This design comes from an exercise in tuning for small area, a short achievable clock period and few clock cycles per item on the open sky130 flow, not from production work. At most, simulation tests tie the RTL to the original design; equivalence was not proved. The RTL of runs 2 and 3 was laid out without a check of its function. Power figures rest on the tool's default switching activity, not on a simulated workload.

==> design.v <==
module grayscale_rasterizer (
    input  wire        clk,
    input  wire        rst,
    input  wire        cmd_valid,
    output wire        cmd_ready,
    input  wire [39:0] cmd_word,
    input  wire        cmd_dec_ok,
    input  wire [7:0]  cmd_w,
    input  wire [7:0]  cmd_h,
    output wire [12:0] pix_addr,
    input  wire [7:0]  pix_rdata,
    output wire        tx_valid,
    output wire [7:0]  tx_data,
    output wire        tx_last,
    input  wire        tx_ready,
    input  wire        tx_err,
    output reg         log_valid,
    output wire [31:0] log_rec
);
    localparam [3:0] S_IDLE = 4'd0,
                     S_CHK  = 4'd1,
                     S_DIV  = 4'd2,
                     S_H0   = 4'd3,
                     S_H1   = 4'd4,
                     S_H2   = 4'd5,
                     S_P    = 4'd6,
                     S_PB   = 4'd7,
                     S_DONE = 4'd8;
    localparam [1:0] C_OK = 2'd0, C_ILL = 2'd1, C_UNR = 2'd2, C_OOB = 2'd3;
    localparam [2:0] T_NONE  = 3'b000,
                     T_HDR   = 3'b001,
                     T_ZERO  = 3'b010,    
                     T_FULL  = 3'b100,    
                     T_FULLZ = 3'b110;    
    reg  [3:0]  state;
    reg  [7:0]  base_q;
    reg         fv_q, fh_q;
    reg  [7:0]  w_q, h_q;
    reg         cwa_q, cwb_q, dok_q;    
    reg  [6:0]  dq_q;
    reg  [5:0]  dr_q;
    reg  [7:0]  ra_q, rb_q;
    reg  [5:0]  ca_q, cb_q;
    reg  [3:0]  seg_q;
    reg  [7:0]  bidx_q;
    reg  [12:0] addr_q;
    reg  [2:0]  t1_q, t2_q;
    reg  [3:0]  lo_q;
    reg  [1:0]  hidx_q;
    reg  [1:0]  cnt_q;
    reg         idle_q;      
    reg         ub_q;        
    reg         tv_q, tl_q;
    reg  [7:0]  td_q;
    reg  [8:0]  e0_q, e1_q;
    reg         wp_q, rp_q, full_q;
    reg         lk24_q, lk25_q, lk26_q, ls16_q, ls17_q;
    reg  [3:0]  lidx_q;
    assign log_rec = {5'd0, lk26_q, lk25_q, lk24_q, 5'd0, ls17_q, ls17_q, ls16_q,
                      base_q, 4'd0, lidx_q};
    assign cmd_ready = idle_q;
    assign pix_addr  = addr_q;
    assign tx_valid  = tv_q;
    assign tx_data   = td_q;
    assign tx_last   = tl_q;
    wire cmd_oob = (w_q == 8'd0) || (w_q > 8'd64) || (h_q == 8'd0) || (h_q > 8'd128);
    wire [1:0] code_q = !(cwa_q & cwb_q) ? C_ILL :
                        !dok_q           ? C_UNR :
                        cmd_oob          ? C_OOB : C_OK;
    wire chunk_start = (bidx_q[5:0] == 6'd0);
    wire use_b  = ub_q;
    wire [7:0] rc = use_b ? rb_q : ra_q;
    wire [5:0] cc = use_b ? cb_q : ca_q;
    wire frz = rc[7];
    wire [6:0] cc1   = {1'b0, cc} + 7'd1;
    wire       cwrap = (cc1 == w_q[6:0]);
    wire [7:0] inc_r = (cwrap && !frz) ? rc + 8'd1 : rc;
    wire [5:0] inc_c = cwrap ? 6'd0 : cc1[5:0];
    wire [6:0] js    = {1'b0, cc} + {1'b0, dr_q};
    wire [7:0] jt    = {1'b0, js} - w_q;
    wire       jcy   = !jt[7];
    wire [5:0] jmp_c = jcy ? jt[5:0] : js[5:0];
    wire [7:0] jsum  = rc + {1'b0, dq_q} + {7'd0, jcy};
    wire [7:0] jmp_r = frz ? rc : jsum;
    wire       odd_n = w_q[0] & h_q[0];
    wire [7:0] vrow  = odd_n ? inc_r : rc;
    wire       cvld  = (vrow < h_q);
    wire [6:0] img_r = fv_q ? rc[6:0] : (h_q[6:0] + ~rc[6:0]);
    wire [5:0] img_c = fh_q ? (w_q[5:0] + ~cc) : cc;
    wire take  = tv_q & tx_ready;
    wire freet = ~tv_q | tx_ready;
    wire kill  = take & tl_q & tx_err;
    wire arr     = (t2_q != T_NONE);
    wire arr_hdr = (t2_q == T_HDR);
    wire arr_lst = t2_q[0] & (t2_q[2] | t2_q[1]);
    wire [3:0] hi_n = (t2_q[2] & ~t2_q[1]) ? pix_rdata[7:4] : 4'd0;
    wire [7:0] hdr_b = (hidx_q == 2'd0) ? 8'h23 :
                       (hidx_q == 2'd1) ? (base_q + {6'd0, seg_q[3:2]}) :
                                          {6'd0, seg_q[1:0]};
    wire [7:0] arr_b = arr_hdr ? hdr_b : {hi_n, lo_q};
    wire go = ~(cnt_q[1] & cnt_q[0]);
    wire last_b = (bidx_q == 8'd255);
    wire [3:0] st_after = (seg_q == 4'd15) ? S_DONE : S_H0;
    reg  [3:0] st_n;
    reg  [2:0] tag;
    reg        iss;       
    reg        adv;       
    reg        upd_a, upd_b, jmp_b;
    always @(*) begin
        st_n  = state;
        tag   = T_NONE;
        iss   = 1'b0;
        adv   = 1'b0;
        upd_a = 1'b0;
        upd_b = 1'b0;
        jmp_b = 1'b0;
        case (state)
            S_IDLE: if (cmd_valid) st_n = S_CHK;
            S_CHK:  st_n = (code_q == C_OK) ? S_DIV : S_IDLE;
            S_DIV:  if (!jcy) st_n = S_H0;
            S_H0: if (go) begin tag = T_HDR; iss = 1'b1; st_n = S_H1; end
            S_H1: if (go) begin tag = T_HDR; iss = 1'b1; st_n = S_H2; end
            S_H2: if (go) begin tag = T_HDR; iss = 1'b1; st_n = S_P;  end
            S_P: if (go) begin
                iss   = 1'b1;
                upd_a = 1'b1;
                jmp_b = chunk_start;
                if (cvld) begin
                    st_n = S_PB;
                end else begin
                    tag = {2'b01, last_b};
                    adv = 1'b1;
                    if (last_b) st_n = st_after;
                end
            end
            S_PB: begin
                upd_b = 1'b1;
                tag   = {1'b1, ~cvld, last_b};
                adv   = 1'b1;
                st_n  = last_b ? st_after : S_P;
            end
            S_DONE: if (cnt_q == 2'd0) st_n = S_IDLE;
            default: st_n = S_IDLE;
        endcase
    end
    wire tshort = (t1_q == T_NONE) & ~tag[2];
    wire       fne   = full_q | (wp_q ^ rp_q);
    wire [8:0] fhead = rp_q ? e1_q : e0_q;
    wire       fpop  = freet & (fne | arr);
    always @(posedge clk) begin
        cwa_q <= (cmd_word[39:32] == 8'h01) && (cmd_word[31:26] == 6'd0);
        cwb_q <= (cmd_word[25:10] == 16'd0);
        dok_q <= cmd_dec_ok;
        if (state == S_IDLE) begin
            base_q <= cmd_word[7:0];
            fv_q   <= cmd_word[8];
            fh_q   <= cmd_word[9];
            w_q    <= cmd_w;
            h_q    <= cmd_h;
        end else if (state == S_CHK && code_q == C_ILL) begin
            base_q <= 8'd0;
        end
        if (state == S_CHK) begin
            dq_q   <= 7'd1;
            dr_q   <= -w_q[5:0];
            rb_q   <= 8'd0;
            cb_q   <= 6'd0;
            seg_q  <= 4'd0;
            bidx_q <= 8'd0;
        end else begin
            if (state == S_DIV && jcy) begin
                dq_q <= jsum[6:0];
                dr_q <= jt[5:0];
            end
            if (upd_a) begin
                ra_q <= inc_r;
                ca_q <= inc_c;
            end
            if (jmp_b) begin
                rb_q <= jmp_r;
                cb_q <= jmp_c;
            end else if (upd_b) begin
                rb_q <= inc_r;
                cb_q <= inc_c;
            end
            if (adv) begin
                bidx_q <= bidx_q + 8'd1;
                if (last_b) seg_q <= seg_q + 4'd1;
            end
        end
        addr_q <= {img_r, img_c};
        lo_q   <= t1_q[2] ? pix_rdata[7:4] : 4'd0;
        if (arr & ~wp_q) e0_q <= {arr_lst, arr_b};
        if (arr &  wp_q) e1_q <= {arr_lst, arr_b};
        if (freet) begin
            td_q <= fne ? fhead[7:0] : arr_b;
            tl_q <= fne ? fhead[8]   : arr_lst;
        end
        ub_q <= (st_n == S_PB) ||
                ((state == S_CHK) ? 1'b1 : adv ? (bidx_q[5:0] == 6'd63) : chunk_start);
        lk24_q <= (state == S_CHK) ? (code_q == C_ILL || code_q == C_UNR) : 1'b1;
        lk25_q <= (state == S_CHK) ? (code_q == C_OOB) : 1'b1;
        lk26_q <= (state == S_CHK) ? (code_q == C_ILL) : 1'b0;
        ls16_q <= (state == S_CHK) ? (code_q != C_ILL) : 1'b0;
        ls17_q <= (state != S_CHK);
        lidx_q <= (state == S_CHK) ? 4'd0 : seg_q - 4'd1;
        if (rst) begin
            state     <= S_IDLE;
            t1_q      <= T_NONE;
            t2_q      <= T_NONE;
            cnt_q     <= 2'd0;
            tv_q      <= 1'b0;
            wp_q      <= 1'b0;
            rp_q      <= 1'b0;
            full_q    <= 1'b0;
            hidx_q    <= 2'd0;
            idle_q    <= 1'b1;
            log_valid <= 1'b0;
        end else if (kill) begin
            state     <= S_IDLE;
            t1_q      <= T_NONE;
            t2_q      <= T_NONE;
            cnt_q     <= 2'd0;
            tv_q      <= 1'b0;
            wp_q      <= 1'b0;
            rp_q      <= 1'b0;
            full_q    <= 1'b0;
            hidx_q    <= 2'd0;
            idle_q    <= 1'b1;
            log_valid <= 1'b1;
        end else begin
            state     <= st_n;
            t1_q      <= tshort ? T_NONE : tag;
            t2_q      <= tshort ? tag : t1_q;
            cnt_q     <= cnt_q + {1'b0, iss} - {1'b0, take};
            if (freet) tv_q <= fne | arr;
            if (arr)  wp_q <= ~wp_q;
            if (fpop) rp_q <= ~rp_q;
            full_q    <= (arr & ~fpop) ? (wp_q ^ rp_q) : (full_q & ~fpop);
            idle_q    <= (st_n == S_IDLE);
            if (arr_hdr) hidx_q <= (hidx_q == 2'd2) ? 2'd0 : hidx_q + 2'd1;
            log_valid <= (state == S_CHK) && (code_q != C_OK);
        end
    end
endmodule
==> flow/run.sh <==
#!/bin/bash
set -euo pipefail
export BUFFER_PORTS_ARGS="-buffer_cell sky130_fd_sc_hd__buf_1"
bash standard.sh > standard.log 2>&1
==> standard.sh <==
#!/bin/bash
# synth_recipe.tcl (not shown) runs the flow's synth.tcl, then flattens the netlist and writes it again
# the make line also repeats each setting of config.mk as NAME=value (left out here)
make -C /OpenROAD-flow-scripts/flow DESIGN_CONFIG=/design/flow/config.mk WORK_HOME=/design/flow/orfs CLKGATE_MAP_FILE= SYNTH_SCRIPT=/design/flow/synth_recipe.tcl "${@:-finish}"
==> config.mk <==
export PLATFORM = sky130hd
export DESIGN_NAME = grayscale_rasterizer
export DESIGN_NICKNAME = grayscale_rasterizer
export VERILOG_FILES = /design/flow/design.v
export SDC_FILE = /design/flow/constraint.sdc
export NUM_CORES = 4
export LEC_CHECK = 0
export CAP_MARGIN = 20
export CORE_MARGIN = 2
export CORE_UTILIZATION = 70
export CTS_BUF_LIST = sky130_fd_sc_hd__clkbuf_4 sky130_fd_sc_hd__clkbuf_8
export CTS_CLUSTER_DIAMETER = 60
export SLEW_MARGIN = 20
==> constraint.sdc <==
create_clock -name core_clock -period 28.0 [get_ports {clk}]
set_input_delay 5.6000 -clock core_clock [delete_from_list [all_inputs] [get_ports {clk}]]
set_output_delay 5.6000 -clock core_clock [all_outputs]
set_load 0.01 [all_outputs]
==> results of run 1 <==
==> cell type report <==
type | instances | area (sq um) | area share (%)
Multi-Input combinational cell | 612 | 4340 | 45.9
Inverter | 56 | 210 | 2.22
Tap cell | 147 | 184 | 1.95
Sequential cell | 156 | 3850 | 40.8
Clock buffer | 19 | 249 | 2.63
Clock inverter | 13 | 164 | 1.73
Timing Repair Buffer | 115 | 458 | 4.84
==> path summary, 6_finish.rpt <==
path | from | to | slack (ps) | cells past startpoint
max | tl_q | tx_last | 21320 | 1
min | t1_q[0] | t2_q[0] | 470 | 2
max reg2reg | ub_q | idle_q | 22090 | 20
min reg2reg | t1_q[0] | t2_q[0] | 470 | 2
==> stage by stage <==
step	area, sq um	setup slack [ps]	hold slack, ps	utilization, %
after detailed placement	9040	20980	448	75.2
final	9460	21320	473	78.7
after floorplan	8640	21310	426	-
after CTS	9450	21300	475	78.7
after global placement	9040	21050	432	75.2
after global routing	9460	21270	504	78.7
==> per-layer routing <==
| metal | vias to the layer above | global-route usage, % | routed length (um) |
|---|---|---|---|
| li1 | 3202 | - | - |
| met1 | 3183 | 38.0 | 8050 |
| met2 | 192 | 51.4 | 9700 |
| met3 | 44 | 5.17 | 855 |
| met4 | 0 | 12.0 | 387 |
| met5 | - | 0 | 0 |
==> where the power goes <==
group	total, W	switching (W)	leakage, nW	internal (W)
combinational	0.0000634	0.0000367	2.28	0.0000266
sequential	0.000261	0.0000101	1.38	0.000251
clock	0.000177	0.0000862	0.206	0.0000907
==> cell families (layout without fill, tap and decap cells) <==
kind of cell / count (synthesis) / in the layout
AOI/OAI and AO/OA: 156 / 156
and+or+nand+nor: 275 / 275
adders and majority gates: 55 / 55
DFF: 156 / 156
other: 1 / 14
buffers and inverters: 101 / 203
xor gates and xnor gates: 68 / 68
muxes: 44 / 44
==> cell usage in the layout, fill, tap and decap left out, types with 4 or more instances in the layout <==
cell                       instances
sky130_fd_sc_hd__o21bai_1          4
sky130_fd_sc_hd__a21oi_1          46
sky130_fd_sc_hd__o21ai_0          37
sky130_fd_sc_hd__inv_1            54
sky130_fd_sc_hd__buf_4             7
sky130_fd_sc_hd__nor2b_1           9
sky130_fd_sc_hd__dfxtp_1          83
sky130_fd_sc_hd__nand4_1          10
sky130_fd_sc_hd__nor3_1           18
sky130_fd_sc_hd__mux2i_1          38
sky130_fd_sc_hd__nand2b_1          7
sky130_fd_sc_hd__and2_1           19
sky130_fd_sc_hd__xor2_1           14
sky130_fd_sc_hd__clkbuf_8         17
sky130_fd_sc_hd__ha_1             48
sky130_fd_sc_hd__mux2_2            4
sky130_fd_sc_hd__a211oi_1         14
sky130_fd_sc_hd__edfxtp_1         73
sky130_fd_sc_hd__nor4_1           12
sky130_fd_sc_hd__nand2_1          65
sky130_fd_sc_hd__conb_1           14
sky130_fd_sc_hd__fa_1              7
sky130_fd_sc_hd__a21o_1           11
sky130_fd_sc_hd__nor2_1           84
sky130_fd_sc_hd__xnor2_1          49
sky130_fd_sc_hd__buf_1           108
sky130_fd_sc_hd__or2_2             4
sky130_fd_sc_hd__o21a_1            4
sky130_fd_sc_hd__a211oi_2          6
sky130_fd_sc_hd__nand3_1          21
==> flow_metrics.env, run 1 <==
export IMPL_status="timing/DRC/antenna clean"
export IMPL_fin_tns_setup_ps=0
export IMPL_synth_compound_area_share_pct=12.4
export IMPL_yosys_top_cells_count="86 x sky130_fd_sc_hd__nor2_1, 83 x sky130_fd_sc_hd__dfxtp_1, 73 x sky130_fd_sc_hd__edfxtp_1"
export IMPL_cts_resized=0
export IMPL_routed_wl_um=19000
export IMPL_worst_setup_hold_path_clk_slew_ps=80
export IMPL_critical_path_class="flop to output port"
export IMPL_postCtsSetupRepairBufs=0
export IMPL_worstSetupEndpointType="output port"
export IMPL_worst_path_max_fanout=3
export IMPL_final_cells=1118
export IMPL_worst_slew_pin_transition_ps=979
export IMPL_cts_path_max_buffers=2
export IMPL_grt_antenna_before_repair=0
export IMPL_die_ht_um=115
export IMPL_yosys_cell_types_count=74
export IMPL_synth_edf_count=73
export IMPL_async_reset_ff_share_pct=0
export IMPL_detail_route_antenna_nets=0
export IMPL_pin_count=127
export IMPL_cp_data_arrival_time_ps=1080
export IMPL_grt_pass1_vias=6557
export IMPL_slowest_delay_ps=460
export IMPL_timing_hold_violations_final=0
export IMPL_synth_top_family_by_area="simple AND/OR/NAND/NOR gates"
export IMPL_die_width_um=115
export IMPL_drt_vias_per_instance=5.92
export IMPL_synth_fa_ha_area_share_pct=8.62
export IMPL_nets=1083
export IMPL_routedWlPerCell_um=17.0
export IMPL_synthXorXnorAreaFrac_pct=7.51
export IMPL_critical_path_top_delay_family="flip-flops"
export IMPL_ys_ff_latch=156
export IMPL_post_route_drc_count=0
export IMPL_synth_yosys_seq_area_share_pct=44.8
export IMPL_achievable_frequency_mhz=150
export IMPL_fraction_of_the_mapped_netlist_area_in_simple_logic_gates_pct=15.7
export IMPL_yosys_area_top_type_share_pct=25.5
export IMPL_finalCriticalPeriod_ps=6680
export IMPL_syn_avg_cell_area_sq_um=10.0
export IMPL_diodes=0
export IMPL_power_density_nw_per_um2=53.0
export IMPL_crit_path_top_delay_cell="sky130_fd_sc_hd__edfxtp_1"
export IMPL_tritoncts_num_buffers=17
export IMPL_dp_hpwl_um=14100
export IMPL_irDropWorstVdd_uv=30.1
export IMPL_synth_area_leader_cell="sky130_fd_sc_hd__edfxtp_1"
export IMPL_largest_register_ffs=13
export IMPL_global_route_usage_total_pct=30.0
export IMPL_detailroute_via_count=6621
export IMPL_tritoncts="done"
export IMPL_cp_cell_sequence="buf_1"
export IMPL_area_delta_synth_final_pct=10.0
export IMPL_synth_cells=856
export IMPL_synth_mux_area_fraction_pct=5.37
export IMPL_rsz_0062_raised_after_global_routing="no"
export IMPL_number_of_port_buffers=108
export IMPL_timing_max_transition_violations_final=0
export IMPL_yosys_most_used_dff="sky130_fd_sc_hd__dfxtp_1"
export IMPL_post_place_cells=1086
export IMPL_rows=40
export IMPL_ctsRootBufferMaster="sky130_fd_sc_hd__clkbuf_8"
export IMPL_timing_clock_skew_ps=16.5
export IMPL_layout_top_registers="addr_q x13, e0_q x9, e1_q x9"
export IMPL_share_of_layout_cells_above_drive_strength_1_pct=7.93
export IMPL_start_util_pct=71.5
export IMPL_relSlewSlack_pct=34.5
export IMPL_p_leak_nw=3.87
export IMPL_synth_cell_area_sq_um=8590
export IMPL_fp_dieArea_sq_um=13200
export IMPL_drt_iter0_drc=693
export IMPL_regMostFlops="addr_q"
export IMPL_place_gp_congestion=0.880
export IMPL_clk_latency_ps=460
export IMPL_cts_hold_buf=0
export IMPL_start_kind="flop"
export IMPL_fillers=837
export IMPL_critPathBufInv=1
export IMPL_synthesis_yosys_warnings=1
export IMPL_setup_viol=0
export IMPL_totalPowerFinal_w=0.000501
export IMPL_clock_sinks=156
export IMPL_dr_pass1_iters=6
export IMPL_worstHoldPathType="flop to flop"
export IMPL_min_period_over_period_pct=23.9
export IMPL_grt_max_degree=41
export IMPL_wire_length_of_the_first_global_routing_pass_um=31100
export IMPL_clock_tree_htree_level_count=4
export IMPL_max_cap_violations=0
export IMPL_core_area_sq_um=12000
export IMPL_synth_area_leaders="sky130_fd_sc_hd__edfxtp_1 26%, sky130_fd_sc_hd__dfxtp_1 19%, sky130_fd_sc_hd__ha_1 7.0%"
export IMPL_gr_total_overflow=0
export IMPL_critical_path_required_ps=22400
export IMPL_yosys_cell_count_top_type="sky130_fd_sc_hd__nor2_1"
Testbench counts, summed over its fixed seeds: cycles 352,558, frames 768.
==> run 2: changes to the inputs <==
--- a/design.v
+++ b/design.v
@@ -51,8 +51,8 @@
     reg         idle_q;      
     reg         ub_q;        
-    reg         tv_q, tl_q;
+    reg         tv_q, tl_q, hv_q;
     reg  [7:0]  td_q;
-    reg  [8:0]  e0_q, e1_q;
-    reg         wp_q, rp_q, full_q;
+    reg  [8:0]  hd_q;
+    reg         isst_q;      
     reg         lk24_q, lk25_q, lk26_q, ls16_q, ls17_q;
     reg  [3:0]  lidx_q;
@@ -99,5 +99,6 @@
                                           {6'd0, seg_q[1:0]};
     wire [7:0] arr_b = arr_hdr ? hdr_b : {hi_n, lo_q};
-    wire go = ~(cnt_q[1] & cnt_q[0]);
+    wire go = ~cnt_q[1] | take;
+    wire en = go | ~isst_q;
     wire last_b = (bidx_q == 8'd255);
     wire [3:0] st_after = (seg_q == 4'd15) ? S_DONE : S_H0;
@@ -119,8 +120,8 @@
             S_CHK:  st_n = (code_q == C_OK) ? S_DIV : S_IDLE;
             S_DIV:  if (!jcy) st_n = S_H0;
-            S_H0: if (go) begin tag = T_HDR; iss = 1'b1; st_n = S_H1; end
-            S_H1: if (go) begin tag = T_HDR; iss = 1'b1; st_n = S_H2; end
-            S_H2: if (go) begin tag = T_HDR; iss = 1'b1; st_n = S_P;  end
-            S_P: if (go) begin
+            S_H0: begin tag = T_HDR; iss = 1'b1; st_n = S_H1; end
+            S_H1: begin tag = T_HDR; iss = 1'b1; st_n = S_H2; end
+            S_H2: begin tag = T_HDR; iss = 1'b1; st_n = S_P;  end
+            S_P: begin
                 iss   = 1'b1;
                 upd_a = 1'b1;
@@ -145,7 +146,4 @@
     end
     wire tshort = (t1_q == T_NONE) & ~tag[2];
-    wire       fne   = full_q | (wp_q ^ rp_q);
-    wire [8:0] fhead = rp_q ? e1_q : e0_q;
-    wire       fpop  = freet & (fne | arr);
     always @(posedge clk) begin
         cwa_q <= (cmd_word[39:32] == 8'h01) && (cmd_word[31:26] == 6'd0);
@@ -168,5 +166,5 @@
             seg_q  <= 4'd0;
             bidx_q <= 8'd0;
-        end else begin
+        end else if (en) begin
             if (state == S_DIV && jcy) begin
                 dq_q <= jsum[6:0];
@@ -191,12 +189,12 @@
         addr_q <= {img_r, img_c};
         lo_q   <= t1_q[2] ? pix_rdata[7:4] : 4'd0;
-        if (arr & ~wp_q) e0_q <= {arr_lst, arr_b};
-        if (arr &  wp_q) e1_q <= {arr_lst, arr_b};
+        if (arr) hd_q <= {arr_lst, arr_b};
         if (freet) begin
-            td_q <= fne ? fhead[7:0] : arr_b;
-            tl_q <= fne ? fhead[8]   : arr_lst;
-        end
-        ub_q <= (st_n == S_PB) ||
-                ((state == S_CHK) ? 1'b1 : adv ? (bidx_q[5:0] == 6'd63) : chunk_start);
+            td_q <= hv_q ? hd_q[7:0] : arr_b;
+            tl_q <= hv_q ? hd_q[8]   : arr_lst;
+        end
+        if (en)
+            ub_q <= (st_n == S_PB) ||
+                    ((state == S_CHK) ? 1'b1 : adv ? (bidx_q[5:0] == 6'd63) : chunk_start);
         lk24_q <= (state == S_CHK) ? (code_q == C_ILL || code_q == C_UNR) : 1'b1;
         lk25_q <= (state == S_CHK) ? (code_q == C_OOB) : 1'b1;
@@ -211,7 +209,6 @@
             cnt_q     <= 2'd0;
             tv_q      <= 1'b0;
-            wp_q      <= 1'b0;
-            rp_q      <= 1'b0;
-            full_q    <= 1'b0;
+            hv_q      <= 1'b0;
+            isst_q    <= 1'b0;
             hidx_q    <= 2'd0;
             idle_q    <= 1'b1;
@@ -223,20 +220,20 @@
             cnt_q     <= 2'd0;
             tv_q      <= 1'b0;
-            wp_q      <= 1'b0;
-            rp_q      <= 1'b0;
-            full_q    <= 1'b0;
+            hv_q      <= 1'b0;
+            isst_q    <= 1'b0;
             hidx_q    <= 2'd0;
             idle_q    <= 1'b1;
             log_valid <= 1'b1;
         end else begin
-            state     <= st_n;
-            t1_q      <= tshort ? T_NONE : tag;
-            t2_q      <= tshort ? tag : t1_q;
-            cnt_q     <= cnt_q + {1'b0, iss} - {1'b0, take};
-            if (freet) tv_q <= fne | arr;
-            if (arr)  wp_q <= ~wp_q;
-            if (fpop) rp_q <= ~rp_q;
-            full_q    <= (arr & ~fpop) ? (wp_q ^ rp_q) : (full_q & ~fpop);
-            idle_q    <= (st_n == S_IDLE);
+            if (en) begin
+                state  <= st_n;
+                isst_q <= (st_n == S_H0) || (st_n == S_H1) || (st_n == S_H2) || (st_n == S_P);
+                idle_q <= (st_n == S_IDLE);
+            end
+            t1_q      <= (en & ~tshort) ? tag : T_NONE;
+            t2_q      <= (en & tshort) ? tag : t1_q;
+            cnt_q     <= cnt_q + {1'b0, en & iss} - {1'b0, take};
+            if (freet) tv_q <= hv_q | arr;
+            hv_q      <= freet ? (hv_q & arr) : (hv_q | arr);
             if (arr_hdr) hidx_q <= (hidx_q == 2'd2) ? 2'd0 : hidx_q + 2'd1;
             log_valid <= (state == S_CHK) && (code_q != C_OK);
==> run 2 against run 1 <==
Effect of this change:
- sequential cell count shrank 10
- power down 8.4%
- final cell count down 0.81%
- combinational power is 6.0% lower
==> flow_metrics.env, run 2 <==
export IMPL_status="timing/DRC/antenna clean"
export IMPL_rows=39
export IMPL_cp_cell_sequence="buf_1 -> nand2_1 -> and3_1 -> clkinv_1 -> o21ai_1 -> buf_4 -> a211oi_1 -> a31o_2"
export IMPL_yosys_cell_types_count=72
export IMPL_rsz_0062_raised_after_global_routing="no"
export IMPL_yosys_cell_count_top_type="sky130_fd_sc_hd__dfxtp_1"
export IMPL_yosys_most_used_dff="sky130_fd_sc_hd__dfxtp_1"
export IMPL_detail_route_antenna_nets=0
export IMPL_wire_length_of_the_first_global_routing_pass_um=30600
export IMPL_synth_fa_ha_area_share_pct=8.91
export IMPL_drt_vias_per_instance=6.05
export IMPL_irDropWorstVdd_uv=45.6
export IMPL_fillers=774
export IMPL_critical_path_top_delay_family="buffers and inverters"
export IMPL_timing_hold_violations_final=0
export IMPL_postLayoutSetupSlackWorst_ps=20920
export IMPL_totalPowerFinal_w=0.000459
export IMPL_synth_area_leaders="sky130_fd_sc_hd__edfxtp_1 23%, sky130_fd_sc_hd__dfxtp_1 19%, sky130_fd_sc_hd__ha_1 7.2%"
export IMPL_part_of_the_power_in_the_clock_network_pct=35.2
export IMPL_synthesis_yosys_warnings=1
export IMPL_critPathBufInv=3
export IMPL_synth_edf_count=65
export IMPL_async_reset_ff_share_pct=0
export IMPL_syn_avg_cell_area_sq_um=9.72
export IMPL_clk_latency_ps=460
export IMPL_start_kind="input port"
export IMPL_worst_setup_hold_path_clk_slew_ps=80
export IMPL_routed_wl_um=19100
export IMPL_postCtsSetupRepairBufs=0
export IMPL_number_of_port_buffers=108
export IMPL_synth_compound_area_share_pct=12.9
export IMPL_dp_hpwl_um=13800
export IMPL_synth_cell_area_sq_um=8320
export IMPL_footprint_of_the_flip_flops_and_latches_sq_um=3570
export IMPL_layout_commonest_cell="sky130_fd_sc_hd__buf_1"
export IMPL_regMostFlops="addr_q"
export IMPL_tritoncts="done"
export IMPL_grt_pass1_vias=6485
export IMPL_post_route_drc_count=0
export IMPL_max_cap_violations=0
export IMPL_yosys_area_top_type_share_pct=23.5
export IMPL_cts_resized=0
export IMPL_synth_top_family_by_area="simple AND/OR/NAND/NOR gates"
export IMPL_setup_viol=0
export IMPL_tritoncts_num_buffers=17
export IMPL_gr_total_overflow=0
export IMPL_pin_count=127
export IMPL_area_delta_synth_final_pct=9.90
export IMPL_largest_register_ffs=13
export IMPL_layout_core_utilization_pct=79.4
export IMPL_start_util_pct=72.2
export IMPL_worstHoldPathType="flop to flop"
export IMPL_clock_sinks=146
export IMPL_ctsRootBufferMaster="sky130_fd_sc_hd__clkbuf_8"
export IMPL_critical_path_class="input port to flop"
export IMPL_synth_area_leader_cell="sky130_fd_sc_hd__edfxtp_1"
export IMPL_cts_path_max_buffers=2
export IMPL_worstSetupEndpointType="flop"
export IMPL_finalCriticalPeriod_ps=7080
export IMPL_setup_reg_to_reg_worst_slack_ps=22160
export IMPL_comb_power_share_pct=13.0
export IMPL_core_area_sq_um=11500
export IMPL_share_of_layout_cells_above_drive_strength_1_pct=8.28
export IMPL_worst_slew_pin_transition_ps=1070
export IMPL_grt_max_degree=31
export IMPL_timing_clock_skew_ps=7.96
export IMPL_grt_antenna_before_repair=0
export IMPL_diodes=0
export IMPL_fin_tns_setup_ps=0
export IMPL_layout_top_registers="addr_q x13, hd_q x9"
export IMPL_synth_cells=856
export IMPL_crit_path_top_delay_cell="sky130_fd_sc_hd__and3_1"
export IMPL_internal_power_w=0.000336
export IMPL_power_share_sequential_pct=51.8
export IMPL_detailroute_via_count=6704
export IMPL_dr_pass1_iters=16
export IMPL_yosys_top_cells_count="81 x sky130_fd_sc_hd__dfxtp_1, 71 x sky130_fd_sc_hd__nor2_1, 65 x sky130_fd_sc_hd__edfxtp_1"
export IMPL_critical_path_required_ps=28360
export IMPL_worst_path_max_fanout=14
export IMPL_die_width_um=113
export IMPL_p_sw_w=0.000123
export IMPL_min_period_over_period_pct=25.3
export IMPL_cts_hold_buf=0
export IMPL_fp_dieArea_sq_um=12800
export IMPL_final_cell_mix="108 x sky130_fd_sc_hd__buf_1, 81 x sky130_fd_sc_hd__dfxtp_1, 70 x sky130_fd_sc_hd__nor2_1, 65 x sky130_fd_sc_hd__edfxtp_1, 62 x sky130_fd_sc_hd__a21oi_1"
export IMPL_synth_mux_area_fraction_pct=5.43
export IMPL_synthXorXnorAreaFrac_pct=7.54
export IMPL_fraction_of_the_mapped_netlist_area_in_simple_logic_gates_pct=16.2
export IMPL_timing_max_transition_violations_final=0
export IMPL_clock_tree_htree_level_count=4
export IMPL_power_density_nw_per_um2=50.2
export IMPL_routedWlPerCell_um=17.2
export IMPL_slowest_delay_ps=490
export IMPL_cp_data_arrival_time_ps=7440
export IMPL_synth_yosys_seq_area_share_pct=43.0
export IMPL_p_leak_nw=3.77
export IMPL_relSlewSlack_pct=28.6
export IMPL_place_gp_congestion=0.883
export IMPL_post_place_ws_ps=20450
export IMPL_achievable_frequency_mhz=141
export IMPL_die_ht_um=113
export IMPL_nets=1078
export IMPL_global_route_usage_total_pct=30.5
export IMPL_netSwitchingFraction_pct=26.8
export IMPL_ys_ff_latch=146
export IMPL_area_of_combinational_cells_with_multiple_inputs_sq_um=4310
export IMPL_fin_worst_hold_slack_ps=481
export IMPL_drt_iter0_drc=659
run 2: changes by cell type after synthesis, moves of 6 or more:
cell                       change
sky130_fd_sc_hd__edfxtp_1      -8
sky130_fd_sc_hd__nand2_1      -13
sky130_fd_sc_hd__mux2_2       +11
sky130_fd_sc_hd__a21oi_1      +16
sky130_fd_sc_hd__nor2_1       -15
sky130_fd_sc_hd__clkbuf_1      +6
sky130_fd_sc_hd__o21ai_0       +7
sky130_fd_sc_hd__mux2i_1      -12
sky130_fd_sc_hd__and3_1        +7
sky130_fd_sc_hd__a211oi_1     -10
run 2: path summary, 6_finish.rpt:
check,startpoint,to,cells after the start
worst min-delay path,rb_q[7],rb_q[7],2
worst max-delay path,tx_ready,cb_q[1],8
worst min register to register,rb_q[7],rb_q[7],2
worst max register to register,ub_q,rb_q[5],25
run 2: kinds of logic (layout without fill, tap and decap cells):
group | after synthesis | after routing
and+or+nand+nor | 265 | 265
AOI/OAI and AO/OA | 169 | 169
DFF | 146 | 146
buffers and inverters | 112 | 209
xor gates and xnor gates | 66 | 66
adders and majority gates | 55 | 55
muxes | 42 | 42
other | 1 | 14
run 2: area by class of cell:
cell class / count / area share [%]
inverters: 60 / 2.46
clock buffers: 18 / 2.64
multi-input cells: 611 / 47.2
flip-flops and latches: 146 / 39.1
clock inverters: 14 / 1.51
repair buffers: 117 / 5.17
well taps: 143 / 1.96
run 2: layer usage:
metal	global-route usage, %	up-vias	wire length [um]
li1	-	3204	-
met5	0	-	0
met1	39.7	3124	7990
met4	13.4	0	390
met3	5.46	42	1420
met2	50.3	334	9280
run 2: worst register-to-register path, stage by stage, from the launching register on:
cell	delay [ps]
sky130_fd_sc_hd__edfxtp_1	330
sky130_fd_sc_hd__buf_4	320
sky130_fd_sc_hd__mux2i_1	730
sky130_fd_sc_hd__inv_1	110
sky130_fd_sc_hd__ha_1	330
sky130_fd_sc_hd__inv_1	60
sky130_fd_sc_hd__o21bai_1	150
sky130_fd_sc_hd__a21oi_1	110
sky130_fd_sc_hd__xnor2_1	250
sky130_fd_sc_hd__ha_1	240
sky130_fd_sc_hd__or3_1	110
sky130_fd_sc_hd__o21ai_0	70
sky130_fd_sc_hd__a21oi_1	280
sky130_fd_sc_hd__a21oi_1	170
sky130_fd_sc_hd__xnor2_2	570
sky130_fd_sc_hd__inv_1	120
sky130_fd_sc_hd__fa_1	410
sky130_fd_sc_hd__nor2b_1	120
sky130_fd_sc_hd__o21ai_0	110
sky130_fd_sc_hd__a21oi_1	200
sky130_fd_sc_hd__o21ai_0	120
sky130_fd_sc_hd__a21boi_0	270
sky130_fd_sc_hd__nor2_1	110
sky130_fd_sc_hd__a211o_1	290
sky130_fd_sc_hd__o21ai_0	60
sky130_fd_sc_hd__o21ai_0	80
run 2: metrics by stage:
stage,instances,instance area [sq um]
2_1_floorplan,869,8370
3_3_place_gp,1077,8750
3_5_place_dp,1077,8750
4_1_cts,1109,9130
5_1_grt,1109,9140
6_report,1109,9140
run 2: power groups by stage:
stage | registers, W | clock network, W | logic, W
2_1_floorplan | 0.000243 | 0 | 0.0000417
3_3_place_gp | 0.000242 | 0 | 0.0000553
3_5_place_dp | 0.000243 | 0 | 0.0000584
4_1_cts | 0.000238 | 0.000163 | 0.0000587
5_1_grt | 0.000239 | 0.000172 | 0.0000658
6_report | 0.000238 | 0.000161 | 0.0000596
==> run 3: changes to the inputs <==
--- a/config.mk
+++ b/config.mk
@@ -8,5 +8,5 @@
 export CAP_MARGIN = 20
 export CORE_MARGIN = 2
-export CORE_UTILIZATION = 70
+export CORE_UTILIZATION = 60
 export CTS_BUF_LIST = sky130_fd_sc_hd__clkbuf_4 sky130_fd_sc_hd__clkbuf_8
 export CTS_CLUSTER_DIAMETER = 60
==> run 3 against run 2 <==
Effect of this change:
- setup slack worse by 89 ps
- clock power is 13% higher
- sequential share of layout area is 0.41 points lower
- critical path depth is 3 lower
- largest power group unchanged
- final cell count is 3.3% higher
- non-clock buffer count stayed put
- area after synthesis stayed put
- global-route usage is 4.4 points lower
==> flow_metrics.env, run 3 <==
export IMPL_status="timing/DRC/antenna clean"
export IMPL_layout_commonest_cell="sky130_fd_sc_hd__buf_1"
export IMPL_clock_tree_htree_level_count=4
export IMPL_cp_cell_sequence="buf_1 -> nand2_1 -> and3_1 -> nor3b_2 -> or2_2"
export IMPL_die_width_um=122
export IMPL_share_of_layout_cells_above_drive_strength_1_pct=8.39
export IMPL_rows=43
export IMPL_die_ht_um=122
export IMPL_critical_path_class="input port to flop"
export IMPL_synth_edf_count=65
export IMPL_area_delta_synth_final_pct=11.1
export IMPL_worstSetupEndpointType="flop"
export IMPL_final_cell_mix="108 x sky130_fd_sc_hd__buf_1, 81 x sky130_fd_sc_hd__dfxtp_1, 71 x sky130_fd_sc_hd__nor2_1, 65 x sky130_fd_sc_hd__edfxtp_1, 61 x sky130_fd_sc_hd__a21oi_1"
export IMPL_ys_ff_latch=146
export IMPL_layout_top_registers="addr_q x13, hd_q x9"
export IMPL_critical_path_reg2reg_startpoint="ub_q"
export IMPL_cts_hold_buf=0
export IMPL_detail_route_antenna_nets=0
export IMPL_global_route_usage_total_pct=26.1
export IMPL_setup_viol=0
export IMPL_route_layer_met1_wl_um=8260
export IMPL_number_of_port_buffers=108
export IMPL_cts_resized=0
export IMPL_achievable_frequency_mhz=139
export IMPL_timing_hold_worst_start="rb_q[7]"
export IMPL_wire_length_of_the_first_global_routing_pass_um=29800
export IMPL_min_path_cells=2
export IMPL_fp_dieArea_sq_um=14800
export IMPL_tritoncts_num_buffers=17
export IMPL_synth_yosys_seq_area_share_pct=43.0
export IMPL_capture_endpoint_of_the_worst_hold_path="rb_q[7]"
export IMPL_grt_antenna_before_repair=0
export IMPL_timing_max_transition_violations_final=0
export IMPL_diodes=0
export IMPL_start_util_pct=60.6
export IMPL_post_place_ws_ps=20230
export IMPL_dr_pass1_iters=5
export IMPL_yosys_most_used_dff="sky130_fd_sc_hd__dfxtp_1"
export IMPL_routed_wl_met2_um=8860
export IMPL_synth_cell_area_sq_um=8320
export IMPL_drt_iter0_drc=577
export IMPL_setup_reg_to_reg_worst_slack_ps=21890
export IMPL_fin_worst_hold_slack_ps=460
export IMPL_clk_latency_ps=460
export IMPL_yosys_top_cells_count="81 x sky130_fd_sc_hd__dfxtp_1, 71 x sky130_fd_sc_hd__nor2_1, 65 x sky130_fd_sc_hd__edfxtp_1"
export IMPL_p_leak_nw=3.81
export IMPL_worst_path_max_fanout=14
export IMPL_grt_pass1_vias=6309
export IMPL_dp_hpwl_um=13600
export IMPL_nets=1078
export IMPL_yosys_cell_count_top_type="sky130_fd_sc_hd__dfxtp_1"
export IMPL_fin_tns_setup_ps=0
export IMPL_min_period_over_period_pct=25.6
export IMPL_relSlewSlack_pct=23.7
export IMPL_tritoncts="done"
export IMPL_synth_area_leaders="sky130_fd_sc_hd__edfxtp_1 23%, sky130_fd_sc_hd__dfxtp_1 19%, sky130_fd_sc_hd__ha_1 7.2%"
export IMPL_synth_area_leader_cell="sky130_fd_sc_hd__edfxtp_1"
export IMPL_core_area_sq_um=13700
export IMPL_largest_register_ffs=13
export IMPL_rsz_0062_raised_after_global_routing="no"
export IMPL_timing_hold_violations_final=0
export IMPL_place_gp_congestion=0.861
export IMPL_finalCriticalPeriod_ps=7170
export IMPL_reg2reg_depth=25
export IMPL_async_reset_ff_share_pct=0
export IMPL_worstHoldPathType="flop to flop"
export IMPL_post_route_drc_count=0
export IMPL_routedWlPerCell_um=16.2
export IMPL_yosys_cell_types_count=72
export IMPL_synth_cells=856
export IMPL_start_kind="input port"
export IMPL_critical_path_required_ps=28150
export IMPL_postCtsSetupRepairBufs=0
export IMPL_routed_wl_um=18500
export IMPL_wl_met3_um=989
export IMPL_pin_count=127
export IMPL_max_cap_violations=0
export IMPL_irDropWorstVdd_uv=26.8
export IMPL_power_density_nw_per_um2=51.8
export IMPL_slowest_delay_ps=760
export IMPL_clock_sinks=146
export IMPL_regMostFlops="addr_q"
export IMPL_drt_vias_per_instance=5.73
export IMPL_timing_clock_skew_ps=16.2
export IMPL_yosys_area_top_type_share_pct=23.5
export IMPL_grt_max_degree=31
export IMPL_worst_setup_hold_path_clk_slew_ps=80
export IMPL_ctsRootBufferMaster="sky130_fd_sc_hd__clkbuf_8"
export IMPL_detailroute_via_count=6564
export IMPL_routed_top_layer="met4"
export IMPL_cts_path_max_buffers=2
export IMPL_rr_endpoint="rb_q[5]"
export IMPL_crit_path_top_delay_cell="sky130_fd_sc_hd__nor3b_2"
export IMPL_syn_avg_cell_area_sq_um=9.72
export IMPL_worst_slew_pin_transition_ps=1140
export IMPL_cp_data_arrival_time_ps=7320
export IMPL_postLayoutSetupSlackWorst_ps=20830
export IMPL_synthesis_yosys_warnings=1
export IMPL_gr_total_overflow=0
==> run 3: changes by cell type in the layout (fill, tap and decap cells not counted), sizes merged <==
cell and change:
bufinv +2, clkbuf +1, clkinv -1, clkinvlp -2
==> run 3: cell families after synthesis <==
group	synth area share, %
AND/OR/NAND/NOR	16.2
AO/OA/AOI/OAI	12.9
flip-flops	43.0
buffers and inverters	6.09
XOR/XNOR	7.54
adder cells (fa/ha/maj)	8.91
multiplexers	5.43
other	0.0451
==> run 3: per-layer routing <==
metal	vias to the layer above	GRT usage [%]
met5	-	0
met4	0	10.1
met3	33	5.34
met2	194	43.4
met1	3128	33.5
li1	3209	-
==> run 3: worst max-delay path by stage <==
| stage | cells after the start | endpoint | start | slack [ps] |
|---|---|---|---|---|
| floorplan | 11 | cnt_q[1] | tx_ready | 20600 |
| global placement | 6 | cb_q[2] | tx_ready | 20310 |
| detailed placement | 6 | cb_q[2] | tx_ready | 20230 |
| CTS | 6 | cb_q[2] | tx_ready | 20710 |
| global route | 10 | cnt_q[1] | tx_ready | 20750 |
| finish | 5 | dr_q[0] | tx_ready | 20830 |
==> run 3: power breakdown <==
group,switching [W],internal [W],total [W]
Clock,0.0000822,0.0000995,0.000182
Combinational,0.0000336,0.0000249,0.0000585
Sequential,0.00000653,0.000231,0.000238
Total,0.000122,0.000356,0.000478
==> run 3: through the flow <==
step / instances / instance area [sq um] / utilization [%] / power [W]
6_report: 1146 / 9240 / 67.3 / 0.000478
5_1_grt: 1146 / 9240 / 67.3 / 0.000497
4_1_cts: 1146 / 9230 / 67.3 / 0.000482
3_5_place_dp: 1114 / 8800 / 64.1 / 0.000301
3_3_place_gp: 1114 / 8800 / 64.1 / 0.000298
2_1_floorplan: 869 / 8370 / - / 0.000284
==> run 3: cell type report <==
class                      count  area, sq um
clock buffer                  19          249
clock inverter                13          185
fill                        1142         4480
inverter                      60          225
multi-input combinational    611         4310
sequential                   146         3570
tap                          180          225
timing repair buffer         117          473
==> run 3: critical path, delay by kind of cell <==
family / cells / cell delay (ps)
and+or+nand+nor: 4 / 1620
buffers and inverters: 1 / 90
==> run 4: changes to the inputs <==
--- a/design.v
+++ b/design.v
@@ -54,5 +54,4 @@
     reg  [7:0]  td_q;
     reg  [8:0]  hd_q;
-    reg         isst_q;      
     reg         lk24_q, lk25_q, lk26_q, ls16_q, ls17_q;
     reg  [3:0]  lidx_q;
@@ -91,14 +90,16 @@
     wire freet = ~tv_q | tx_ready;
     wire kill  = take & tl_q & tx_err;
-    wire arr     = (t2_q != T_NONE);
-    wire arr_hdr = (t2_q == T_HDR);
-    wire arr_lst = t2_q[0] & (t2_q[2] | t2_q[1]);
-    wire [3:0] hi_n = (t2_q[2] & ~t2_q[1]) ? pix_rdata[7:4] : 4'd0;
+    wire tdir    = (t1_q == T_NONE) & (t2_q == T_NONE) & ~tag[2];
+    wire tshort  = (t1_q == T_NONE) & ~tag[2];
+    wire [2:0] acode = tdir ? tag : t2_q;
+    wire arr     = (acode != T_NONE);
+    wire arr_hdr = (acode == T_HDR);
+    wire arr_lst = acode[0] & (acode[2] | acode[1]);
+    wire [3:0] hi_n = (acode[2] & ~acode[1]) ? pix_rdata[7:4] : 4'd0;
     wire [7:0] hdr_b = (hidx_q == 2'd0) ? 8'h23 :
                        (hidx_q == 2'd1) ? (base_q + {6'd0, seg_q[3:2]}) :
                                           {6'd0, seg_q[1:0]};
     wire [7:0] arr_b = arr_hdr ? hdr_b : {hi_n, lo_q};
-    wire go = ~cnt_q[1] | take;
-    wire en = go | ~isst_q;
+    wire go = ~cnt_q[1];
     wire last_b = (bidx_q == 8'd255);
     wire [3:0] st_after = (seg_q == 4'd15) ? S_DONE : S_H0;
@@ -120,9 +121,8 @@
             S_CHK:  st_n = (code_q == C_OK) ? S_DIV : S_IDLE;
             S_DIV:  if (!jcy) st_n = S_H0;
-            S_H0: begin tag = T_HDR; iss = 1'b1; st_n = S_H1; end
-            S_H1: begin tag = T_HDR; iss = 1'b1; st_n = S_H2; end
-            S_H2: begin tag = T_HDR; iss = 1'b1; st_n = S_P;  end
-            S_P: begin
-                iss   = 1'b1;
+            S_H0: if (go) begin tag = T_HDR; iss = 1'b1; st_n = S_H1; end
+            S_H1: if (go) begin tag = T_HDR; iss = 1'b1; st_n = S_H2; end
+            S_H2: if (go) begin tag = T_HDR; iss = 1'b1; st_n = S_P;  end
+            S_P: if (cvld | go) begin
                 upd_a = 1'b1;
                 jmp_b = chunk_start;
@@ -131,9 +131,11 @@
                 end else begin
                     tag = {2'b01, last_b};
+                    iss = 1'b1;
                     adv = 1'b1;
                     if (last_b) st_n = st_after;
                 end
             end
-            S_PB: begin
+            S_PB: if (go) begin
+                iss   = 1'b1;
                 upd_b = 1'b1;
                 tag   = {1'b1, ~cvld, last_b};
@@ -145,5 +147,4 @@
         endcase
     end
-    wire tshort = (t1_q == T_NONE) & ~tag[2];
     always @(posedge clk) begin
         cwa_q <= (cmd_word[39:32] == 8'h01) && (cmd_word[31:26] == 6'd0);
@@ -166,5 +167,5 @@
             seg_q  <= 4'd0;
             bidx_q <= 8'd0;
-        end else if (en) begin
+        end else begin
             if (state == S_DIV && jcy) begin
                 dq_q <= jsum[6:0];
@@ -187,5 +188,5 @@
             end
         end
-        addr_q <= {img_r, img_c};
+        if (!(state == S_PB && !go)) addr_q <= {img_r, img_c};
         lo_q   <= t1_q[2] ? pix_rdata[7:4] : 4'd0;
         if (arr) hd_q <= {arr_lst, arr_b};
@@ -194,7 +195,6 @@
             tl_q <= hv_q ? hd_q[8]   : arr_lst;
         end
-        if (en)
-            ub_q <= (st_n == S_PB) ||
-                    ((state == S_CHK) ? 1'b1 : adv ? (bidx_q[5:0] == 6'd63) : chunk_start);
+        ub_q <= (st_n == S_PB) ||
+                ((state == S_CHK) ? 1'b1 : adv ? (bidx_q[5:0] == 6'd63) : chunk_start);
         lk24_q <= (state == S_CHK) ? (code_q == C_ILL || code_q == C_UNR) : 1'b1;
         lk25_q <= (state == S_CHK) ? (code_q == C_OOB) : 1'b1;
@@ -210,5 +210,4 @@
             tv_q      <= 1'b0;
             hv_q      <= 1'b0;
-            isst_q    <= 1'b0;
             hidx_q    <= 2'd0;
             idle_q    <= 1'b1;
@@ -221,17 +220,13 @@
             tv_q      <= 1'b0;
             hv_q      <= 1'b0;
-            isst_q    <= 1'b0;
             hidx_q    <= 2'd0;
             idle_q    <= 1'b1;
             log_valid <= 1'b1;
         end else begin
-            if (en) begin
-                state  <= st_n;
-                isst_q <= (st_n == S_H0) || (st_n == S_H1) || (st_n == S_H2) || (st_n == S_P);
-                idle_q <= (st_n == S_IDLE);
-            end
-            t1_q      <= (en & ~tshort) ? tag : T_NONE;
-            t2_q      <= (en & tshort) ? tag : t1_q;
-            cnt_q     <= cnt_q + {1'b0, en & iss} - {1'b0, take};
+            state     <= st_n;
+            idle_q    <= (st_n == S_IDLE);
+            t1_q      <= tshort ? T_NONE : tag;
+            t2_q      <= (tshort & ~tdir) ? tag : t1_q;
+            cnt_q     <= cnt_q + {1'b0, iss} - {1'b0, take};
             if (freet) tv_q <= hv_q | arr;
             hv_q      <= freet ? (hv_q & arr) : (hv_q | arr);
--- a/config.mk
+++ b/config.mk
@@ -8,5 +8,5 @@
 export CAP_MARGIN = 20
 export CORE_MARGIN = 2
-export CORE_UTILIZATION = 60
+export CORE_UTILIZATION = 70
 export CTS_BUF_LIST = sky130_fd_sc_hd__clkbuf_4 sky130_fd_sc_hd__clkbuf_8
 export CTS_CLUSTER_DIAMETER = 60
==> run 4 against run 3 <==
Effect of this change:
- combinational power fell by 17%
- setup slack gained 280 ps
- final cell count decreased by 4.1%
- non-clock buffer count shrank 3
- register-to-register slack got worse by 780 ps
- sequential share of layout area increased by 1.4 points
- core utilization up 12 points
- global-route usage grew 4.2 points
- final area fell by 0.85%
- critical endpoint is now cnt_q[1]
- largest power group unchanged
- highest routed layer unchanged
==> flow_metrics.env, run 4 <==
export IMPL_core_area_sq_um=11600
export IMPL_max_cap_violations=0
export IMPL_timing_max_transition_violations_final=0
export IMPL_detail_route_antenna_nets=0
export IMPL_number_of_port_buffers=108
export IMPL_synth_edf_count=77
export IMPL_timing_clock_skew_ps=12.8
export IMPL_critical_path_top_delay_family="simple AND/OR/NAND/NOR gates"
export IMPL_fin_tns_setup_ps=0
export IMPL_synth_cell_area_sq_um=8380
export IMPL_drt_iter0_drc=506
export IMPL_die_ht_um=113
export IMPL_layout_top_registers="addr_q x13, hd_q x9"
export IMPL_diodes=0
export IMPL_worst_path_max_fanout=21
export IMPL_timing_hold_worst_start="rb_q[1]"
export IMPL_grt_pass1_vias=6540
export IMPL_worstSetupEndpointType="flop"
export IMPL_cts_path_max_buffers=2
export IMPL_grt_max_degree=40
export IMPL_routed_wl_um=18700
export IMPL_min_period_over_period_pct=24.6
export IMPL_p_leak_nw=3.76
export IMPL_tritoncts="done"
export IMPL_timing_hold_violations_final=0
export IMPL_irDropWorstVdd_uv=41.6
export IMPL_ys_ff_latch=145
export IMPL_synthesis_yosys_warnings=1
export IMPL_area_delta_synth_final_pct=9.30
export IMPL_fp_dieArea_sq_um=12900
export IMPL_critical_path_required_ps=28320
export IMPL_global_route_usage_total_pct=30.2
export IMPL_layout_core_utilization_pct=79.2
export IMPL_drt_vias_per_instance=6.02
export IMPL_dp_hpwl_um=13900
export IMPL_postCtsSetupRepairBufs=0
export IMPL_yosys_most_used_dff="sky130_fd_sc_hd__edfxtp_1"
export IMPL_relSlewSlack_pct=24.9
export IMPL_async_reset_ff_share_pct=0
export IMPL_clock_sinks=145
export IMPL_critical_path_class="flop to flop"
export IMPL_critical_path_reg2reg_startpoint="ub_q"
export IMPL_nets=1068
export IMPL_wire_length_of_the_first_global_routing_pass_um=30700
export IMPL_yosys_top_cells_count="77 x sky130_fd_sc_hd__edfxtp_1, 73 x sky130_fd_sc_hd__nor2_1, 68 x sky130_fd_sc_hd__dfxtp_1"
export IMPL_regMostFlops="addr_q"
export IMPL_share_of_layout_cells_above_drive_strength_1_pct=7.22
export IMPL_crit_path_top_delay_cell="sky130_fd_sc_hd__dfxtp_1"
export IMPL_critPathBufInv=1
export IMPL_fillers=757
export IMPL_gr_total_overflow=0
export IMPL_syn_avg_cell_area_sq_um=9.93
export IMPL_worstHoldPathType="flop to flop"
export IMPL_power_density_nw_per_um2=47.2
export IMPL_synth_area_leaders="sky130_fd_sc_hd__edfxtp_1 28%, sky130_fd_sc_hd__dfxtp_1 16%, sky130_fd_sc_hd__ha_1 7.2%"
export IMPL_slowest_delay_ps=1070
export IMPL_dr_pass1_iters=5
export IMPL_synth_yosys_seq_area_share_pct=43.8
export IMPL_yosys_cell_count_top_type="sky130_fd_sc_hd__edfxtp_1"
export IMPL_finalCriticalPeriod_ps=6890
export IMPL_achievable_frequency_mhz=145
export IMPL_start_kind="flop"
export IMPL_grt_antenna_before_repair=0
export IMPL_layout_commonest_cell="sky130_fd_sc_hd__buf_1"
export IMPL_yosys_cell_types_count=70
export IMPL_setup_viol=0
export IMPL_worst_slew_pin_transition_ps=1120
export IMPL_rows=39
export IMPL_worst_setup_hold_path_clk_slew_ps=80
export IMPL_rsz_0062_raised_after_global_routing="no"
export IMPL_place_gp_congestion=0.903
export IMPL_post_route_drc_count=0
export IMPL_final_cell_mix="108 x sky130_fd_sc_hd__buf_1, 77 x sky130_fd_sc_hd__edfxtp_1, 73 x sky130_fd_sc_hd__nor2_1, 68 x sky130_fd_sc_hd__dfxtp_1, 62 x sky130_fd_sc_hd__a21oi_1"
export IMPL_worst_setup_path_startpoint="ub_q"
export IMPL_pin_count=127
export IMPL_synth_area_leader_cell="sky130_fd_sc_hd__edfxtp_1"
export IMPL_detailroute_via_count=6616
export IMPL_tritoncts_num_buffers=17
export IMPL_cp_data_arrival_time_ps=7210
export IMPL_status="timing/DRC/antenna clean"
export IMPL_cts_hold_buf=0
export IMPL_ctsRootBufferMaster="sky130_fd_sc_hd__clkbuf_8"
export IMPL_start_util_pct=72.4
export IMPL_cts_resized=0
export IMPL_synth_cells=844
export IMPL_routedWlPerCell_um=17.0
export IMPL_clock_tree_htree_level_count=4
export IMPL_die_width_um=113
export IMPL_yosys_area_top_type_share_pct=27.6
export IMPL_clk_latency_ps=450
export IMPL_largest_register_ffs=13
[run 4: cell types whose count changed in the layout (fill, tap and decap cells not counted), sizes merged, moves of 5 or more]
cell	change
o21ai	-16
dfxtp	-13
edfxtp	+12
nor3	-9
a2bb2oi	+8
a31oi	-6
and2	+6
a211oi	+5
a21o	+5
and3	-5
nand3	+5
[run 4: per-stage QoR]
stage | hold WS [ps] | total power (W) | cells | setup WS [ps] | instance area, sq um
floorplan | 433 | 0.000275 | 857 | 21330 | 8430
global placement | 452 | 0.000286 | 1067 | 21140 | 8800
detailed placement | 464 | 0.000288 | 1067 | 21110 | 8800
CTS | 474 | 0.000435 | 1099 | 21260 | 9160
global route | 506 | 0.000449 | 1099 | 20660 | 9160
finish | 474 | 0.000433 | 1099 | 21110 | 9160
[run 4: area by class of cell]
| type | instances | area [sq um] | share of cell area, % |
|---|---|---|---|
| flip-flops and latches | 145 | 3670 | 40.1 |
| clock buffers | 20 | 263 | 2.87 |
| multi-input cells | 606 | 4280 | 46.7 |
| well taps | 143 | 179 | 1.95 |
| clock inverters | 12 | 92.6 | 1.01 |
| inverters | 59 | 221 | 2.42 |
| repair buffers | 114 | 450 | 4.92 |
[run 4: kinds of logic (layout without fill, tap and decap cells)]
group | count (synthesis) | after routing | synth area share (%)
compound gates | 168 | 168 | 12.9
fa+ha+maj | 55 | 55 | 8.84
mux | 45 | 45 | 5.70
simple gates | 255 | 255 | 15.3
buf+inv | 106 | 205 | 5.90
other cells | 1 | 14 | 0.0448
flops | 145 | 145 | 43.8
xor+xnor | 69 | 69 | 7.47
[run 4: path summary, 6_finish.rpt]
kind | slack [ps] | cells after the start | endpoint
setup / recovery | 21110 | 26 | cnt_q[1]
hold / removal | 470 | 2 | rb_q[1]
setup reg to reg | 21110 | 26 | cnt_q[1]
hold reg to reg | 470 | 2 | rb_q[1]
[run 4: power by group]
| part | internal (W) | switching, W |
|---|---|---|
| sequential | 0.000231 | 0.00000470 |
| clock | 0.0000728 | 0.0000756 |
| combinational | 0.0000202 | 0.0000281 |
[run 4: metal layers]
metal | routed length [um] | track usage, % | vias up | share of wire, %
met2 | 8830 | 49.5 | 302 | 47
met5 | 0 | 0 | - | 0
li1 | - | - | 3163 | -
met1 | 7960 | 40.1 | 3111 | 43
met3 | 1540 | 7.55 | 40 | 8.2
met4 | 363 | 8.86 | 0 | 1.9
[run 4: tightest hold or removal path: stages (launching register included)]
cell,delay [ps]
sky130_fd_sc_hd__dfxtp_1,320
sky130_fd_sc_hd__nand3_1,60
sky130_fd_sc_hd__a21oi_1,50
Testbench counts of run 4, summed over its fixed seeds: cycles 353,112, frames 768.
==> run 5: changes to the inputs <==
--- a/design.v
+++ b/design.v
@@ -26,5 +26,6 @@
                      S_P    = 4'd6,
                      S_PB   = 4'd7,
-                     S_DONE = 4'd8;
+                     S_DONE = 4'd8,
+                     S_Z    = 4'd9;
     localparam [1:0] C_OK = 2'd0, C_ILL = 2'd1, C_UNR = 2'd2, C_OOB = 2'd3;
     localparam [2:0] T_NONE  = 3'b000,
@@ -124,15 +125,16 @@
             S_H1: if (go) begin tag = T_HDR; iss = 1'b1; st_n = S_H2; end
             S_H2: if (go) begin tag = T_HDR; iss = 1'b1; st_n = S_P;  end
-            S_P: if (cvld | go) begin
+            S_P: if (cvld) begin
                 upd_a = 1'b1;
                 jmp_b = chunk_start;
-                if (cvld) begin
-                    st_n = S_PB;
-                end else begin
-                    tag = {2'b01, last_b};
-                    iss = 1'b1;
-                    adv = 1'b1;
-                    if (last_b) st_n = st_after;
-                end
+                st_n  = S_PB;
+            end else begin
+                st_n  = S_Z;
+            end
+            S_Z: if (go) begin
+                tag = {2'b01, last_b};
+                iss = 1'b1;
+                adv = 1'b1;
+                if (last_b) st_n = st_after;
             end
             S_PB: if (go) begin
==> run 5 against run 4 <==
Effect of this change:
- die area up 0.26%
- power rose by 3.8%
- wire length is 1.0% higher
- largest cell class unchanged
- count of clock-buffer cells in the layout down 2
- largest power group unchanged
- first-iteration DRC count rose by 25%
==> flow_metrics.env, run 5 <==
export IMPL_yosys_cell_types_count=63
export IMPL_rsz_0062_raised_after_global_routing="no"
export IMPL_synth_yosys_seq_area_share_pct=43.7
export IMPL_worstHoldPathType="flop to flop"
export IMPL_timing_max_transition_violations_final=0
export IMPL_detail_route_antenna_nets=0
export IMPL_comb_power_share_pct=9.5
export IMPL_critical_path_required_ps=28090
export IMPL_yosys_top_cells_count="91 x sky130_fd_sc_hd__nor2_1, 77 x sky130_fd_sc_hd__edfxtp_1, 68 x sky130_fd_sc_hd__dfxtp_1"
export IMPL_post_place_cells=1093
export IMPL_yosys_most_used_dff="sky130_fd_sc_hd__edfxtp_1"
export IMPL_pin_count=127
export IMPL_max_cap_violations=0
export IMPL_number_of_port_buffers=108
export IMPL_rows=40
export IMPL_power_share_sequential_pct=52.6
export IMPL_critical_path_class="input port to flop"
export IMPL_synth_area_leader_cell="sky130_fd_sc_hd__edfxtp_1"
export IMPL_synth_area_leaders="sky130_fd_sc_hd__edfxtp_1 28%, sky130_fd_sc_hd__dfxtp_1 16%, sky130_fd_sc_hd__ha_1 7.1%"
export IMPL_cts_path_max_buffers=2
export IMPL_area_delta_synth_final_pct=9.89
export IMPL_fin_tns_setup_ps=0
export IMPL_die_ht_um=114
export IMPL_min_path_cells=2
export IMPL_gr_total_overflow=0
export IMPL_p_sw_w=0.000112
export IMPL_grt_antenna_before_repair=0
export IMPL_clk_latency_ps=460
export IMPL_p_leak_nw=3.83
export IMPL_yosys_area_top_type_share_pct=27.5
export IMPL_start_kind="input port"
export IMPL_syn_avg_cell_area_sq_um=9.70
export IMPL_tritoncts="done"
export IMPL_worst_slew_pin_transition_ps=977
export IMPL_detailroute_via_count=6669
export IMPL_fp_dieArea_sq_um=12900
export IMPL_synthesis_yosys_warnings=1
export IMPL_routed_wl_um=18900
export IMPL_worst_path_max_fanout=13
export IMPL_place_gp_congestion=0.850
export IMPL_post_route_drc_count=0
export IMPL_largest_register_ffs=13
export IMPL_cts_resized=0
export IMPL_core_area_sq_um=11900
export IMPL_synth_edf_count=77
export IMPL_async_reset_ff_share_pct=0
export IMPL_clock_tree_htree_level_count=4
export IMPL_drt_iter0_drc=631
export IMPL_status="timing/DRC/antenna clean"
export IMPL_power_density_nw_per_um2=48.7
export IMPL_final_cell_mix="108 x sky130_fd_sc_hd__buf_1, 91 x sky130_fd_sc_hd__nor2_1, 77 x sky130_fd_sc_hd__edfxtp_1, 68 x sky130_fd_sc_hd__dfxtp_1, 63 x sky130_fd_sc_hd__nand2_1"
export IMPL_finalCriticalPeriod_ps=7090
export IMPL_grt_pass1_vias=6399
export IMPL_dr_pass1_iters=5
export IMPL_worstSetupEndpointType="flop"
export IMPL_regMostFlops="addr_q"
export IMPL_routedWlPerCell_um=16.8
export IMPL_relSlewSlack_pct=34.9
export IMPL_setup_viol=0
export IMPL_post_place_ws_ps=20500
export IMPL_clock_sinks=145
export IMPL_fin_worst_hold_slack_ps=481
export IMPL_share_of_layout_cells_above_drive_strength_1_pct=6.55
export IMPL_cp_data_arrival_time_ps=7180
export IMPL_nets=1090
export IMPL_dp_hpwl_um=14000
export IMPL_reg2reg_depth=18
export IMPL_start_util_pct=70.8
export IMPL_min_period_over_period_pct=25.3
export IMPL_ctsRootBufferMaster="sky130_fd_sc_hd__clkbuf_8"
export IMPL_layout_commonest_cell="sky130_fd_sc_hd__buf_1"
export IMPL_global_route_usage_total_pct=30.0
export IMPL_part_of_the_power_in_the_clock_network_pct=37.9
export IMPL_achievable_frequency_mhz=141
export IMPL_internal_power_w=0.000337
export IMPL_final_cells=1124
export IMPL_netSwitchingFraction_pct=25.0
export IMPL_drt_vias_per_instance=5.93
export IMPL_die_width_um=114
export IMPL_timing_clock_skew_ps=12.1
export IMPL_ys_ff_latch=145
export IMPL_diodes=0
export IMPL_yosys_cell_count_top_type="sky130_fd_sc_hd__nor2_1"
export IMPL_synth_cells=866
export IMPL_tritoncts_num_buffers=17
export IMPL_synth_cell_area_sq_um=8400
export IMPL_worst_setup_hold_path_clk_slew_ps=90
export IMPL_wire_length_of_the_first_global_routing_pass_um=30300
export IMPL_irDropWorstVdd_uv=59.1
export IMPL_cts_hold_buf=0
export IMPL_fillers=830
export IMPL_postLayoutSetupSlackWorst_ps=20910
export IMPL_grt_max_degree=43
export IMPL_postCtsSetupRepairBufs=0
export IMPL_layout_top_registers="addr_q x13, hd_q x9"
export IMPL_timing_hold_violations_final=0
-- run 5: stage by stage --
stage | total power (W) | cell area, sq um | util, %
after CTS | 0.000451 | 9230 | 77.8
after floorplan | 0.000270 | 8450 | -
final | 0.000449 | 9230 | 77.8
after global placement | 0.000281 | 8830 | 74.4
after global routing | 0.000463 | 9230 | 77.8
after detailed placement | 0.000283 | 8830 | 74.4
-- run 5: worst max-delay path, stage by stage --
cell	delay (ps)
sky130_fd_sc_hd__buf_1	90
sky130_fd_sc_hd__a2111oi_0	470
sky130_fd_sc_hd__o21ai_0	340
sky130_fd_sc_hd__nand3_1	670
-- run 5: final cells by class --
cell class | instances | area (sq um) | share of cell area, %
clock buffers | 18 | 241 | 2.62
well taps | 147 | 184 | 1.99
flip-flops and latches | 145 | 3670 | 39.8
multi-input cells | 632 | 4310 | 46.7
clock inverters | 13 | 161 | 1.75
inverters | 54 | 203 | 2.20
repair buffers | 115 | 458 | 4.96
-- run 5: kinds of logic (layout without fill, tap and decap cells) --
kind of cell / Yosys count / in the layout / share of synthesized area [%]
multiplexers: 41 / 41 / 5.18
buffers and inverters: 102 / 200 / 5.67
other: 1 / 14 / 0.0446
flip-flops: 145 / 145 / 43.7
AO/OA/AOI/OAI: 168 / 168 / 12.5
XOR/XNOR: 67 / 67 / 7.48
AND/OR/NAND/NOR: 287 / 287 / 16.6
adder cells (fa/ha/maj): 55 / 55 / 8.82
-- run 5: per-layer routing --
layer / GRT usage [%] / wire length [um] / vias to the layer above
met5: 0 / 0 / -
met1: 38.6 / 7950 / 3114
met2: 51.4 / 9200 / 268
li1: - / - / 3236
met3: 6.16 / 1270 / 51
met4: 9.19 / 461 / 0
-- run 5: power by group through the flow --
stage          logic (W)  clock network, W  registers, W
6_report       0.0000425          0.000170      0.000236
5_1_grt        0.0000477          0.000179      0.000237
4_1_cts        0.0000425          0.000172      0.000236
3_5_place_dp   0.0000420                 0      0.000241
3_3_place_gp   0.0000406                 0      0.000241
2_1_floorplan  0.0000297                 0      0.000241
-- run 5: worst paths after layout --
kind | from | end | slack [ps]
max | cmd_valid | addr_q[8] | 20910
min | rb_q[1] | rb_q[1] | 480
max reg2reg | ub_q | rb_q[0] | 21310
min reg2reg | rb_q[1] | rb_q[1] | 480
Testbench counts of run 5, summed over its fixed seeds: cycles 353,278, frames 768.

==> static timing again, ports no longer ideal <==
Ports are ideal in the flow. The routed layouts listed here were re-timed in OpenROAD.
Step 1 sets driving cells, clkbuf_16 on the clock port and buf_2 on the other inputs (assumed; they add their load-dependent delay and slew).
Step 2 also shifts input and output timing later by t, the mid clock arrival at the registers, as if the neighbouring blocks saw the same clock.
a / b / c = no drivers / after step 1 / after step 2; a / b = the first two.
run | t, ns | setup slack, ns | hold slack, ns | latest minus earliest clock arrival (ns) | worst register clock-pin slew, ns
run 1 | 0.493 | 21.319 / 21.281 / 20.984 | 0.473 / 0.473 / 0.473 | 0.017 / 0.016 | 0.09 / 0.09
run 2 | 0.497 | 20.918 / 20.931 / 20.434 | 0.481 / 0.481 / 0.481 | 0.009 / 0.009 | 0.08 / 0.08
run 3 | 0.494 | 20.829 / 20.845 / 20.351 | 0.460 / 0.460 / 0.460 | 0.017 / 0.018 | 0.09 / 0.09
run 4 | 0.475 | 21.110 / 21.110 / 21.085 | 0.474 / 0.474 / 0.474 | 0.013 / 0.013 | 0.08 / 0.08
run 5 | 0.491 | 20.906 / 20.919 / 20.428 | 0.481 / 0.481 / 0.481 | 0.012 / 0.012 | 0.09 / 0.09
After both steps setup and hold are still met in every run listed. For run 2, which loses most, drivers alone change the setup slack by +0.013 ns; drivers and shift together by -0.484 ns.
